What follows belongs to an exercise in optimizing a design on an open flow for small area, a short achievable clock period and few clock cycles per item; a production flow would make more cautious choices. Only simulation tests tie the RTL to the original design; equivalence was not proved.

## flow/design.v (module list and top-level ports; edited modules follow where they fit)
// module svf_fa: 10 lines
// module svf_bs: 10 lines
// module svf_ha: 9 lines
// module svf_mac_k: 681 lines
// module svf_mac_k2: 878 lines
// module svf_mac_hp: 739 lines
// module svf_mac_t: 706 lines
// module svf_bank: 179 lines
module svf_bank (
    input  wire        clk,
    input  wire        rst,
    input  wire        cmd_valid,
    output wire        cmd_ready,
    input  wire [2:0]  cmd_op,
    input  wire [3:0]  cmd_voice,
    input  wire [15:0] cmd_data,
    output reg         res_valid,
    output reg  [3:0]  res_voice,
    output reg  [23:0] res_y
);
  // ...
==> flow/run.sh <==
#!/bin/bash
# synth_recipe.tcl (not shown) runs the flow's synth.tcl, then flattens the netlist and writes it again
# the make line also repeats each setting of config.mk as NAME=value (left out here)
make -C /OpenROAD-flow-scripts/flow DESIGN_CONFIG=/design/flow/config.mk WORK_HOME=/design/flow/orfs CLKGATE_MAP_FILE= SYNTH_SCRIPT=/design/flow/synth_recipe.tcl finish
==> flow/config.mk <==
export PLATFORM = sky130hd
export DESIGN_NAME = svf_bank
export DESIGN_NICKNAME = svf_bank
export VERILOG_FILES = /design/flow/design.v
export SDC_FILE = /design/flow/constraint.sdc
export NUM_CORES = 4
export LEC_CHECK = 0
export CAP_MARGIN = 20
export CORE_MARGIN = 2
export CORE_UTILIZATION = 60
export SLEW_MARGIN = 20
export SYNTH_HIERARCHICAL = 1
export SYNTH_MINIMUM_KEEP_SIZE = 0
==> flow/constraint.sdc <==
create_clock -name core_clock -period 36.0 [get_ports {clk}]
set_input_delay 7.2000 -clock core_clock [delete_from_list [all_inputs] [get_ports {clk}]]
set_output_delay 7.2000 -clock core_clock [all_outputs]
set_load 0.01 [all_outputs]
==> key figures, run 1 <==
Cells and area
  • Post-layout util: 67.1%
  • Multi-input logic area: 81,400 sq um
  • Ant diodes: 53
  • Layout cells sized above 1: 22.2%
  • Fin area: approximately 160,000 sq um
  • Clock buf count: 296
  • Clock-cell share: between 4 and 5%
  • Non-filler cells, final: 14,600

Detailed routing
  • DR vias: 100,000
  • 1st-pass router iterations: 8
  • DRC viols: 0
  • WL met1: around 190 mm

Clocking
  • Clock root cell: clkbuf_16
  • Post-CTS setup buffer count: 0
  • TritonCTS clock tree: built
  • CTS Buf Count: approximately 230
  • Clock Tree Buf Depth: 3

Yosys
  • Seq cells post-synth: 2,307
  • Post-Synth Simple-Gate Area: 3.89%
  • Syn Inst Count: around 11,000
  • Synth area leader: edfxtp_1
  • Post-synthesis compound-gate area fraction: a little under 20%
  • Dominant cells by area after synthesis: edfxtp_1, fa_1, a22oi_2, xnor2_1, dfxtp_1
  • Post-synth EDFFs: 1,815

Hold path
  • Hold path start: qbp2[8]$_DFF_P_

Setup path
  • Crit path to: res_y[20]
  • CP max FO: 1
  • Crit Path Class: register to primary output
  • Reg-to-Reg End: lp1_r[11][18]$_DFFE_PP_
  • Worst setup SP type: register

Run status
  • Outcome: finished clean

Timing
  • Worst slew pin tran: 1.23 ns
  • Fin Clk Skew: roughly 0.12 ns

Floorplan
  • DIE WIDTH: roughly 500 um
  • Core ar.: 243,000 sq um

Global routing
  • Vias in the first global route: 103,000
  • Met1 Usage GRT: 54.2%

Placed design
  • Place WS: 27.53 ns
Testbench counts, summed over its fixed seeds: cycles 13,018, items 10,240.
==> inputs of run 2 (changes only) <==
==> flow/flow/run.sh (new file) <==
#!/bin/bash
# The standard layout (the standard.sh) with two changes to how it is made:
#  - repair_timing is asked to leave 27.4 ns of setup slack at the design's
#    36 ns clock, so that it sizes and buffers the design for the period it
#    actually achieves;
#  - the port buffers are buf_4 cells instead of the delay buffer that
#    buffer_ports picks by default.
set -euo pipefail
bash standard.sh SETUP_SLACK_MARGIN=27.4 "BUFFER_PORTS_ARGS=-buffer_cell sky130_fd_sc_hd__buf_4" finish > standard.log 2>&1
==> flow/standard.sh (new file) <==
#!/bin/bash
# synth_recipe.tcl (not shown) runs the flow's synth.tcl, then flattens the netlist and writes it again
# the make line also repeats each setting of config.mk as NAME=value (left out here)
make -C /OpenROAD-flow-scripts/flow DESIGN_CONFIG=/design/flow/config.mk WORK_HOME=/design/flow/orfs CLKGATE_MAP_FILE= SYNTH_SCRIPT=/design/flow/synth_recipe.tcl "${@:-finish}"
--- a/flow/config.mk
+++ b/flow/config.mk
@@ -10,2 +10,4 @@
 export CORE_UTILIZATION = 60
+export CTS_BUF_LIST = sky130_fd_sc_hd__clkbuf_8
+export CTS_CLUSTER_SIZE = 20
 export SLEW_MARGIN = 20
removed: flow/run.sh
==> run 2 against run 1 <==
Compared with the run above: non-clock buffer count did not move; via count grew 1.2%; worst setup slack gained 0.43 ns; area after synthesis did not move; highest routed layer unchanged; first-iteration DRC count grew 3.6%; still clean on timing, DRC and antenna.
==> key figures, run 2 <==
Run status
  • Outcome: finished clean

Setup path
  • Arr. time, crit path: 1.62 ns
  • Cell family with most CP delay: flip-flops
  • CP bufs+invs: 1
  • Delay of the slowest critical-path stage: 0.42 ns
  • CP Capture Type: primary output
  • CP max FO: 1 (unchanged)
  • CP max stage cell: dfxtp_4
  • Crit-path cells: buf_6
  • Worst endpoint required time: roughly 29 ns
  • Crit Path Class: register to primary output
  • Worst setup SP type: register

Clocking
  • Clock Tree Buf Depth: 4 (+1)
  • CTS Sinks: roughly 2,300
  • Clock root cell: clkbuf_8
  • Cts hold-fix bufs: 0
  • Clk slew on worst S/H paths: approximately 0.07 ns
  • Skew-Pair Late Insertion Delay: 1.17 ns
  • CTS Buf Count: 382 (+65%)
  • H-tree depth: 5
  • TritonCTS clock tree: built

Cells and area
  • FILL cells: approximately 18,000
  • Register area: 64,600 sq um
  • Layout cells sized above 1: 23.7% (+1.5 points)
  • Fin nets: around 13,000
  • Commonest non-fill, non-tap cells in the layout: edfxtp_1, xnor2_1, a22oi_2
  • Multi-input logic area: 81,400 sq um (about the same)
  • Commonest non-fill, non-tap cell in the layout: edfxtp_1
  • Growth of design area from synthesis to finish: 10.9%

Detailed routing
  • Starting DRT DRC Count: between 10,000 and 15,000
  • 1st-pass router iterations: 8 (unchanged)
  • Post-DRT Antenna Nets: 0
  • Vias per Instance: 6.83
  • DR WL/cell: 36.0 um
  • DR vias: 102,000 (+1.2%)
  • WL final: 535 mm
  • DRC viols: 0 (unchanged)

Floorplan
  • Die area: about 250,000 sq um
  • # IOs: 56
  • Die height: 498 um
  • Core Rows: 181
  • Initial core utilization: around three fifths
  • DIE WIDTH: 498 um (unchanged)
  • Core ar.: 243,000 sq um (unchanged)

Yosys
  • Yosys cell types: 90
  • Synth area leader: edfxtp_1
  • Avg Synthesized Cell Area: 13.8 sq um
  • Dominant cells by area after synthesis: edfxtp_1, fa_1, a22oi_2, xnor2_1, dfxtp_1
  • Seq cells post-synth: 2,307 (unchanged)
  • Synth Cell Area: 147,000 sq um
  • Yosys warns: 12
  • Post-synth EDFFs: 1,815 (unchanged)
  • Synth Flop Type: edfxtp_1
  • Synth async-reset ratio: 0%
  • Register area share after synthesis: 43.9%
  • Top cells by count, synth: edfxtp_1, xnor2_1, a22oi_2, fa_1, ha_1
  • Synth top area share: 37.2%
  • Syn Inst Count: 10,600 (unchanged)
  • Most common cell in the netlist: edfxtp_1

Timing
  • Max-slew violations: 0
  • Final Critical Period: 8.82 ns
  • Max frequency: 113 MHz
  • Final Cycle Share: 24.5%
  • RSZ-0062 raised after global routing: yes
  • Worst slew pin tran: 1.39 ns (+0.168 ns)
  • Final worst setup slack: 27.18 ns
  • Fin Clk Skew: 0.153 ns (+0.0365 ns)
  • Final setup violation count: 0
  • Hold Fails Final Rpt: 0
  • Setup TNS: 0 ns
  • Max-slew headroom: 7.04%

Flow run
  • Max-Cap Viols: 0

Global routing
  • Largest net degree at the start of global routing: 92
  • Initial antenna violation count: 55
  • Vias in the first global route: 103,000 (+0.70%)
  • Global-route wire length before repair: around 760 mm
  • Global Route Usage Sum: 42.9%
  • Total congestion overflow: 0

Placed design
  • I/O Buffers: 55
  • Post-DP HPWL: between 300 and 400 mm
  • Place WS: 27.65 ns (+0.124 ns)
  • Global placer's final weighted congestion: 0.995

Hold path
  • Min-delay worst type: register to register
==> run 2: cell types whose count changed in the layout (fill, tap and decap cells not counted), moves of 26 or more <==
cell and delta:
buf_6 +29, dfxtp_1 -34, clkdlybuf4s50_1 -54, clkbuf_16 -232, inv_1 +143, buf_4 +26, clkbuf_1 -44, clkbuf_8 +404
==> run 2: worst reg2reg max path: cells and delay by family (launching register included) <==
| family | cells | cell delay, ns |
|---|---|---|
| adder cells (fa/ha/maj) | 7 | 2.39 |
| AO/OA/AOI/OAI | 9 | 1.71 |
| buffers and inverters | 3 | 1.21 |
| flip-flops | 1 | 0.73 |
| XOR/XNOR | 2 | 0.82 |
| AND/OR/NAND/NOR | 4 | 1.20 |
==> run 2: final cells by class <==
type | count | share of cell area [%]
multi-input cells | 7771 | 50.0
repair buffers | 489 | 2.36
inverters | 369 | 0.859
well taps | 3202 | 2.46
flip-flops and latches | 2307 | 39.7
clock inverters | 264 | 0.974
diodes | 46 | 0.0707
clock buffers | 424 | 3.59
==> run 2: kinds of logic after synthesis <==
logic type                 share of synthesized area (%)
buffers and inverters                               2.70
adders and majority gates                           20.3
other                                             0.0205
DFF                                                 43.9
muxes                                              0.994
AOI/OAI and AO/OA                                   19.3
xor gates and xnor gates                            8.94
and+or+nand+nor                                     3.89
==> run 2: per-module statistics from Yosys (local to each module, per instance), a selection <==
module | cells | copies in the design | flip-flops and latches | cell area, sq um
svf_mac_t | 284 | 1 | 0 | 1730
svf_mac_k2 | 322 | 1 | 0 | 2150
svf_bank | 4957 | 1 | 2307 | 81500
svf_bs | 2 | 1326 | 0 | 21.3
svf_mac_hp | 288 | 1 | 0 | 1750
svf_ha | 1 | 417 | 0 | 12.5
svf_fa | 1 | 1115 | 0 | 20.0
==> run 2: worst paths after layout <==
check	from	endpoint	slack (ns)	cells after the start
hold / removal	qbp2[12]$_DFF_P_	tbp2[12]$_DFF_P_	0.32	0
hold reg to reg	qbp2[12]$_DFF_P_	tbp2[12]$_DFF_P_	0.32	0
setup / recovery	res_y[18]$_SDFF_PP0_	res_y[18]	27.18	1
setup reg to reg	rK[9]$_DFF_P_	lp1_r[10][18]$_DFFE_PP_	27.63	25
==> run 2: metrics by stage <==
step | hold slack (ns) | util, % | instances | cell area, sq um
final | 0.320 | 66.9 | 14900 | 163000
after global routing | 0.324 | 66.9 | 14800 | 163000
after CTS | 0.319 | 66.8 | 14800 | 162000
after detailed placement | 0.312 | 63.7 | 14100 | 155000
after global placement | 0.310 | 63.7 | 14100 | 155000
after floorplan | 0.310 | - | 10900 | 148000
==> run 2: repair_timing <==
item / 4_1_cts / 5_1_grt
setup buffers: 1 / 0
endpoints found under the setup margin: 30 / 31
resized for setup: 77 / 2
==> run 2: routing by layer <==
| metal | vias up | global-route usage (%) | share of wire [%] |
|---|---|---|---|
| met2 | 6911 | 63.5 | 44 |
| met4 | 46 | 26.6 | 7.2 |
| met1 | 51900 | 55.3 | 36 |
| met5 | - | 0 | 0.082 |
| met3 | 1558 | 13.2 | 13 |
| li1 | 41200 | - | - |
==> inputs of run 3 (changes only) <==
==> flow/flow/run.sh (replaced) <==
#!/bin/bash
# The standard layout (the standard.sh) with three changes to how it is made:
#  - repair_timing is asked to leave 27.4 ns of setup slack at the design's
#    36 ns clock, so that it sizes and buffers the design for the period it
#    actually achieves;
#  - the port buffers are buf_4 cells instead of the delay buffer that
#    buffer_ports picks by default;
#  - clock tree synthesis runs without dummy loads.
set -euo pipefail
bash standard.sh SETUP_SLACK_MARGIN=27.4 "BUFFER_PORTS_ARGS=-buffer_cell sky130_fd_sc_hd__buf_4" \
  "CTS_ARGS=-sink_clustering_enable -repair_clock_nets -dont_use_dummy_load" finish > standard.log 2>&1
--- a/flow/config.mk
+++ b/flow/config.mk
@@ -10,4 +10,2 @@
 export CORE_UTILIZATION = 60
-export CTS_BUF_LIST = sky130_fd_sc_hd__clkbuf_8
-export CTS_CLUSTER_SIZE = 20
 export SLEW_MARGIN = 20
==> run 3 against run 2 <==
Compared with the run above: still clean; via count down 0.56%; fmax up 2.5%; cell count down 3.1%; highest routed layer unchanged.
==> key figures, run 3 <==
Timing
  • Final Cycle Share: 23.9% (-0.59 points)
  • Final Critical Period: 8.61 ns (-0.212 ns)
  • Max-slew headroom: 13.6% (+6.5 points)
  • Max-slew violations: 0 (unchanged)
  • Setup TNS: 0 ns (unchanged)
  • Worst slew pin tran: 1.30 ns (-0.0982 ns)
  • Hold Slack: 0.323 ns (+0.00352 ns)
  • Max frequency: 116 MHz (+2.5%)
  • Final setup violation count: 0 (unchanged)
  • Fin Clk Skew: 0.168 ns (+0.0157 ns)
  • Final worst setup slack: 27.39 ns (+0.212 ns)
  • RSZ-0062 raised after global routing: yes
  • Hold Fails Final Rpt: 0 (unchanged)

Cells and area
  • Non-filler cells, final: 14,400 (-3.1%)
  • Growth of design area from synthesis to finish: 9.70%
  • Fin area: 161,000 sq um (-1.1%)
  • Layout cells sized above 1: 22.2% (-1.5 points)
  • Commonest non-fill, non-tap cell in the layout: edfxtp_1
  • Fin nets: 12,900 (-1.2%)
  • Commonest non-fill, non-tap cells in the layout: edfxtp_1, xnor2_1, a22oi_2
  • Post-layout util: 66.2% (-0.74 points)

Detailed routing
  • WL final: 533 mm (-0.33%)
  • DRC viols: 0 (unchanged)
  • Vias per Instance: 7.01 (+2.6%)
  • 1st-pass router iterations: 7 (-1)
  • Starting DRT DRC Count: 14,200 (+4.5%)
  • DR WL/cell: 37.0 um (+2.9%)
  • Post-DRT Antenna Nets: 0 (unchanged)
  • DR vias: 101,000 (-0.56%)

Clocking
  • TritonCTS clock tree: built
  • CTS Sinks: 2,307 (unchanged)
  • CTS Buf Count: 232 (-39%)
  • H-tree depth: 4 (-1)
  • Clock Tree Buf Depth: 3 (-1)
  • Clk slew on worst S/H paths: 0.06 ns (about the same)
  • Clock root cell: clkbuf_16
  • Skew-Pair Late Insertion Delay: 0.97 ns (-0.20 ns)
  • Post-CTS setup buffer count: 0 (-1)
  • Cts hold-fix bufs: 0 (unchanged)

Yosys
  • Avg Synthesized Cell Area: 13.8 sq um (unchanged)
  • Most common cell in the netlist: edfxtp_1
  • Syn Inst Count: 10,600 (unchanged)
  • Yosys cell types: 90 (unchanged)
  • Top cells by count, synth: edfxtp_1, xnor2_1, a22oi_2, fa_1, ha_1
  • Post-synth EDFFs: 1,815 (unchanged)
  • Seq cells post-synth: 2,307 (unchanged)
  • Register area share after synthesis: 43.9% (unchanged)
  • Synth top area share: 37.2% (unchanged)
  • Synth Cell Area: 147,000 sq um (unchanged)
  • Dominant cells by area after synthesis: edfxtp_1, fa_1, a22oi_2, xnor2_1, dfxtp_1
  • Yosys warns: 12 (unchanged)
  • Synth async-reset ratio: 0% (unchanged)
  • Synth area leader: edfxtp_1
  • Synth Flop Type: edfxtp_1

Placed design
  • I/O Buffers: 55 (unchanged)
  • DP Cell Count: 14,100 (unchanged)
  • Place WS: 27.65 ns (unchanged)
  • Global placer's final weighted congestion: 0.995 (unchanged)
  • Placed Area: 155,000 sq um (unchanged)
  • Post-DP HPWL: 347 mm (unchanged)

Floorplan
  • DIE WIDTH: 498 um (unchanged)
  • Initial core utilization: 60.3% (unchanged)
  • Die height: 498 um (unchanged)
  • Core Rows: 181 (unchanged)
  • Die area: 248,000 sq um (unchanged)
  • # IOs: 56 (unchanged)
  • Core ar.: 243,000 sq um (unchanged)

Global routing
  • Total congestion overflow: 0 (unchanged)
  • Initial antenna violation count: 64 (+16%)
  • Vias in the first global route: 102,000 (-1.4%)
  • Global-route wire length before repair: 755 mm (-0.59%)
  • Global Route Usage Sum: 42.7% (-0.18 points)
  • Largest net degree at the start of global routing: 92 (unchanged)

Setup path
  • CP max stage cell: dfxtp_4
  • Cell family with most CP delay: flip-flops
  • Crit Path Class: register to primary output
  • Worst r2r path cells: 25 (unchanged)
  • Origin of the critical flop-to-flop path: rK[9]$_DFF_P_
  • Crit-path cells: buf_6
  • CP Capture Type: primary output
  • Worst setup SP type: register
  • CP max FO: 1 (unchanged)
  • Delay of the slowest critical-path stage: 0.43 ns (about the same)
  • Reg-to-Reg End: lp1_r[0][18]$_DFFE_PP_
  • Worst endpoint required time: 28.80 ns (about the same)
  • Reg2Reg Setup Slack: 27.60 ns (-0.03 ns)
  • CP bufs+invs: 1 (unchanged)
  • Arr. time, crit path: 1.41 ns (-0.21 ns)

Hold path
  • Min-delay worst type: register to register
  • Hold EP: tbp2[21]$_DFF_P_
  • WHS Path Cells: 0 (unchanged)
  • Hold path start: qbp2[21]$_DFF_P_

Flow run
  • Max-Cap Viols: 0 (unchanged)

Run status
  • Outcome: finished clean
## run 3: cell types whose count changed in the layout (fill, tap and decap cells not counted), sizes merged
cell	before	now
clkbuf	425	233
bufinv	16	0
clkinv	89	1
clkinvlp	7	0
buf	488	487
diode	46	39
inv	521	368
## run 3: cell families after synthesis
family | synth area share (%)
multiplexers | 0.994
AO/OA/AOI/OAI | 19.3
buffers and inverters | 2.70
adder cells (fa/ha/maj) | 20.3
flip-flops | 43.9
AND/OR/NAND/NOR | 3.89
other | 0.0205
XOR/XNOR | 8.94
## run 3: cell type report
type	count	area, sq um
clock buffer	232	5810
antenna	39	97.6
multi-input combinational	7771	81300
timing repair buffer	488	3730
tap	3202	4010
sequential	2307	64500
fill	17600	82300
inverter	369	1400
## run 3: how the worst max path moves through the flow
| stage | startpoint | to | slack (ns) | cells after the start |
|---|---|---|---|---|
| finish | res_y[16]$_SDFF_PP0_ | res_y[16] | 27.39 | 1 |
| global route | res_y[16]$_SDFF_PP0_ | res_y[16] | 27.38 | 1 |
| CTS | res_y[18]$_SDFF_PP0_ | res_y[18] | 27.34 | 1 |
| detailed placement | rst | v1$_SDFFE_PP0P_ | 27.65 | 2 |
| global placement | tK[5]$_DFF_P_ | res_y[14]$_SDFF_PP0_ | 27.32 | 27 |
| floorplan | rK[3]$_DFF_P_ | lp1_r[0][22]$_DFFE_PP_ | 27.43 | 26 |
## run 3: layer usage
layer	share of wire (%)	vias to the layer above	GRT usage, %
li1	-	40600	-
met1	37	51800	55.8
met2	44	7040	63.4
met3	12	1521	12.1
met4	7.0	48	26.0
met5	0.060	-	0
## run 3: per-module statistics from Yosys, one instance, submodules excluded
module,cells inside,cell area (sq um),copies in the design
svf_bank,4957,81500,1
svf_mac_k2,322,2150,1
svf_mac_hp,288,1750,1
svf_mac_t,284,1730,1
svf_mac_k,197,1280,3
svf_bs,2,21.3,1326
svf_fa,1,20.0,1115
svf_ha,1,12.5,417
## run 3: repair_timing
action                     CTS  global route
resized for setup           33             3
setup endpoints to repair   24             3
cloned                       0             0
pin swaps                    0             0
==> inputs of run 4 (changes only) <==
==> flow/flow/run.sh (replaced) <==
#!/bin/bash
# The standard layout (the standard.sh) with three changes to how it is made:
#  - repair_timing is asked to leave 27.5 ns of setup slack at the design's
#    36 ns clock, so that it sizes and buffers the design for the period it
#    actually achieves;
#  - the port buffers are buf_4 cells instead of the delay buffer that
#    buffer_ports picks by default;
#  - clock tree synthesis runs without dummy loads.
set -euo pipefail
bash standard.sh SETUP_SLACK_MARGIN=27.5 "BUFFER_PORTS_ARGS=-buffer_cell sky130_fd_sc_hd__buf_4" \
  "CTS_ARGS=-sink_clustering_enable -repair_clock_nets -dont_use_dummy_load" finish > standard.log 2>&1
--- a/flow/config.mk
+++ b/flow/config.mk
@@ -9,3 +9,3 @@
 export CORE_MARGIN = 2
-export CORE_UTILIZATION = 60
+export CORE_UTILIZATION = 70
 export SLEW_MARGIN = 20
==> run 4 against run 3 <==
Compared with the run above: still clean on timing, DRC and antenna; global-route usage up 5.1 points; first-iteration DRC count increased by 12%; highest routed layer unchanged.
==> key figures, run 4 <==
Placed design
  • Place WS: 27.73 ns (+0.0744 ns)
  • DP Cell Count: 13,700 (-3.0%)
  • Post-DP HPWL: 324 mm (-6.5%)
  • Global placer's final weighted congestion: 1.00 (+0.55%)
  • Placed Area: 154,000 sq um (-0.58%)
  • I/O Buffers: 55 (unchanged)

Clocking
  • H-tree depth: 4 (unchanged)
  • Clock Tree Buf Depth: 3 (unchanged)
  • Clock root cell: clkbuf_16
  • Cts hold-fix bufs: 0 (unchanged)
  • Skew-Pair Late Insertion Delay: 0.92 ns (-0.05 ns)
  • TritonCTS clock tree: built
  • Clk slew on worst S/H paths: 0.07 ns (about the same)
  • CTS Sinks: 2,307 (unchanged)
  • CTS Buf Count: 217 (-6.5%)

Cells and area
  • Post-layout util: 76.6% (+10 points)
  • Layout cells sized above 1: 22.0% (-0.23 points)
  • Non-filler cells, final: 14,000 (-2.9%)
  • Fin area: 160,000 sq um (-0.60%)
  • Commonest non-fill, non-tap cell in the layout: edfxtp_1
  • Commonest non-fill, non-tap cells in the layout: edfxtp_1, xnor2_1, a22oi_2
  • Fin nets: 12,900 (-0.32%)
  • Growth of design area from synthesis to finish: 9.04%

Yosys
  • Synth Flop Type: edfxtp_1
  • Post-Synth Simple-Gate Area: 3.89% (unchanged)
  • Synth async-reset ratio: 0% (unchanged)
  • Seq cells post-synth: 2,307 (unchanged)
  • Avg Synthesized Cell Area: 13.8 sq um (unchanged)
  • Yosys cell types: 90 (unchanged)
  • Post-synthesis compound-gate area fraction: 19.3% (unchanged)
  • Post-synth EDFFs: 1,815 (unchanged)
  • Mux cell area share after synthesis: 0.994% (unchanged)
  • Most common cell in the netlist: edfxtp_1
  • Dominant cells by area after synthesis: edfxtp_1, fa_1, a22oi_2, xnor2_1, dfxtp_1
  • Synth Area in XOR/XNOR: 8.94% (unchanged)
  • Synth area leader: edfxtp_1
  • Combinational family with the most area after synthesis: adder cells
  • Syn Inst Count: 10,600 (unchanged)
  • Register area share after synthesis: 43.9% (unchanged)
  • Top cells by count, synth: edfxtp_1, xnor2_1, a22oi_2, fa_1, ha_1
  • Synth Area in Adders: 20.3% (unchanged)
  • Yosys warns: 12 (unchanged)
  • Synth Cell Area: 147,000 sq um (unchanged)
  • Synth top area share: 37.2% (unchanged)

Setup path
  • Worst r2r path cells: 26 (+4.0%)
  • CP max stage cell: dfxtp_4
  • Reg2Reg Setup Slack: 27.71 ns (+0.11 ns)
  • Arr. time, crit path: 1.46 ns (+0.05 ns)
  • CP bufs+invs: 1 (unchanged)
  • Origin of the critical flop-to-flop path: rK[9]$_DFF_P_
  • Reg-to-Reg End: lp2_r[7][14]$_DFFE_PP_
  • Crit-path cells: buf_6
  • Cell family with most CP delay: flip-flops
  • CP Capture Type: primary output
  • Crit Path Class: register to primary output
  • Delay of the slowest critical-path stage: 0.47 ns (+0.04 ns)
  • Worst endpoint required time: 28.80 ns (about the same)
  • CP max FO: 1 (unchanged)
  • Worst setup SP type: register

Floorplan
  • Die height: 462 um (-7.4%)
  • DIE WIDTH: 462 um (-7.4%)
  • # IOs: 56 (unchanged)
  • Core ar.: 209,000 sq um (-14%)
  • Core Rows: 168 (-7.2%)
  • Initial core utilization: 70.2% (+9.9 points)
  • Die area: 213,000 sq um (-14%)

Detailed routing
  • DR WL/cell: 36.3 um (-1.9%)
  • Starting DRT DRC Count: 15,900 (+12%)
  • WL final: 508 mm (-4.7%)
  • DR vias: 103,000 (+1.6%)
  • Post-DRT Antenna Nets: 0 (unchanged)
  • 1st-pass router iterations: 6 (-1)
  • DRC viols: 0 (unchanged)
  • Vias per Instance: 7.34 (+4.6%)

Run status
  • Outcome: finished clean

Global routing
  • Total congestion overflow: 0 (unchanged)
  • Global-route wire length before repair: 727 mm (-3.8%)
  • Global Route Usage Sum: 47.8% (+5.1 points)
  • Vias in the first global route: 105,000 (+3.0%)
  • Largest net degree at the start of global routing: 108 (+17%)
  • Initial antenna violation count: 70 (+9.4%)

Timing
  • Setup TNS: 0 ns (unchanged)
  • Fin Clk Skew: 0.144 ns (-0.0240 ns)
  • Max-slew headroom: 17.4% (+3.8 points)
  • Hold Slack: 0.310 ns (-0.0129 ns)
  • Final setup violation count: 0 (unchanged)
  • Worst slew pin tran: 1.23 ns (-0.0694 ns)
  • Max frequency: 115 MHz (-0.62%)
  • Max-slew violations: 0 (unchanged)
  • Final Critical Period: 8.66 ns (+0.0536 ns)
  • Hold Fails Final Rpt: 0 (unchanged)
  • Final worst setup slack: 27.34 ns (-0.0536 ns)
  • RSZ-0062 raised after global routing: yes
  • Final Cycle Share: 24.1% (+0.15 points)

Flow run
  • Max-Cap Viols: 0 (unchanged)

Hold path
  • Hold path start: qbp2[21]$_DFF_P_
  • WHS Path Cells: 0 (unchanged)
  • Min-delay worst type: register to register
  • Hold EP: tbp2[21]$_DFF_P_
-- run 4: cell counts after synthesis --
Identical to the previous run, type by type.
-- run 4: routing by layer --
| layer | GRT usage [%] | vias to the layer above | wire, um |
|---|---|---|---|
| li1 | - | 40600 | - |
| met1 | 59.9 | 51500 | 170000 |
| met2 | 68.5 | 8435 | 217000 |
| met3 | 17.7 | 2093 | 77200 |
| met4 | 34.6 | 55 | 43200 |
| met5 | 0 | - | 456 |
-- run 4: cell type report --
cell class	instances	area, sq um
diodes	65	163
clock buffers	217	5430
flip-flops and latches	2307	64600
multi-input cells	7771	81200
well taps	2805	3510
inverters	369	1400
repair buffers	462	3740
fillers	13000	49000
-- run 4: what timing repair did --
action	in CTS	in global routing
setup endpoints to repair	30	155
pin swaps	0	0
setup buffers	1	1
resized for setup	84	8
-- run 4: how the worst max path moves through the flow --
| stage | to | slack [ns] | start | depth (start not counted) |
|---|---|---|---|---|
| 6_report | res_y[14] | 27.34 | res_y[14]$_SDFF_PP0_ | 1 |
| 2_1_floorplan | bp2_r[0][22]$_DFFE_PP_ | 27.52 | tK[3]$_DFF_P_ | 26 |
| 3_5_place_dp | lp2_r[8][22]$_DFFE_PP_ | 27.73 | rK[9]$_DFF_P_ | 27 |
| 3_3_place_gp | res_y[18]$_SDFF_PP0_ | 27.84 | rst | 2 |
| 5_1_grt | res_y[14] | 27.34 | res_y[14]$_SDFF_PP0_ | 1 |
| 4_1_cts | res_y[21] | 27.39 | res_y[21]$_SDFF_PP0_ | 1 |
-- run 4: modules after synthesis (local to each module, per instance), excerpt --
module / area (sq um) / copies in the design
svf_bank: 81500 / 1
svf_fa: 20.0 / 1115
svf_ha: 12.5 / 417
svf_mac_hp: 1750 / 1
svf_mac_k: 1280 / 3
svf_mac_k2: 2150 / 1
svf_mac_t: 1730 / 1
-- run 4: cells by family after synthesis --
kind of cell / count (synthesis)
simple gates: 1184
compound gates: 2962
flops: 2307
buf+inv: 820
other cells: 8
mux: 136
xor+xnor: 1497
fa+ha+maj: 1712

what the ideal ports hide:
The results above use ideal ports. As a check the final layouts listed here were re-extracted and re-timed, cells and wires unchanged. Step 1, drivers: a clkbuf_16 drives clk and a buf_2 each remaining input, both assumed. Step 2 moves the port delays by t, midway between the first and last clock arrival at a register: inputs arrive t later, outputs are due t later. That takes back most of the time a late clock gives input paths. Three values: ideal, step 1, step 2; two values: the first two.
run	shift t [ns]	setup WS [ns]	latest minus earliest clock arrival (ns)
run 1	0.995	26.749 / 26.649 / 27.416	0.127 / 0.127
run 2	1.206	27.182 / 27.074 / 27.421	0.167 / 0.167
run 3	0.968	27.393 / 27.309 / 27.437	0.168 / 0.169
run 4	0.943	27.340 / 27.241 / 27.501	0.144 / 0.144
After both steps every run listed still meets setup and hold.
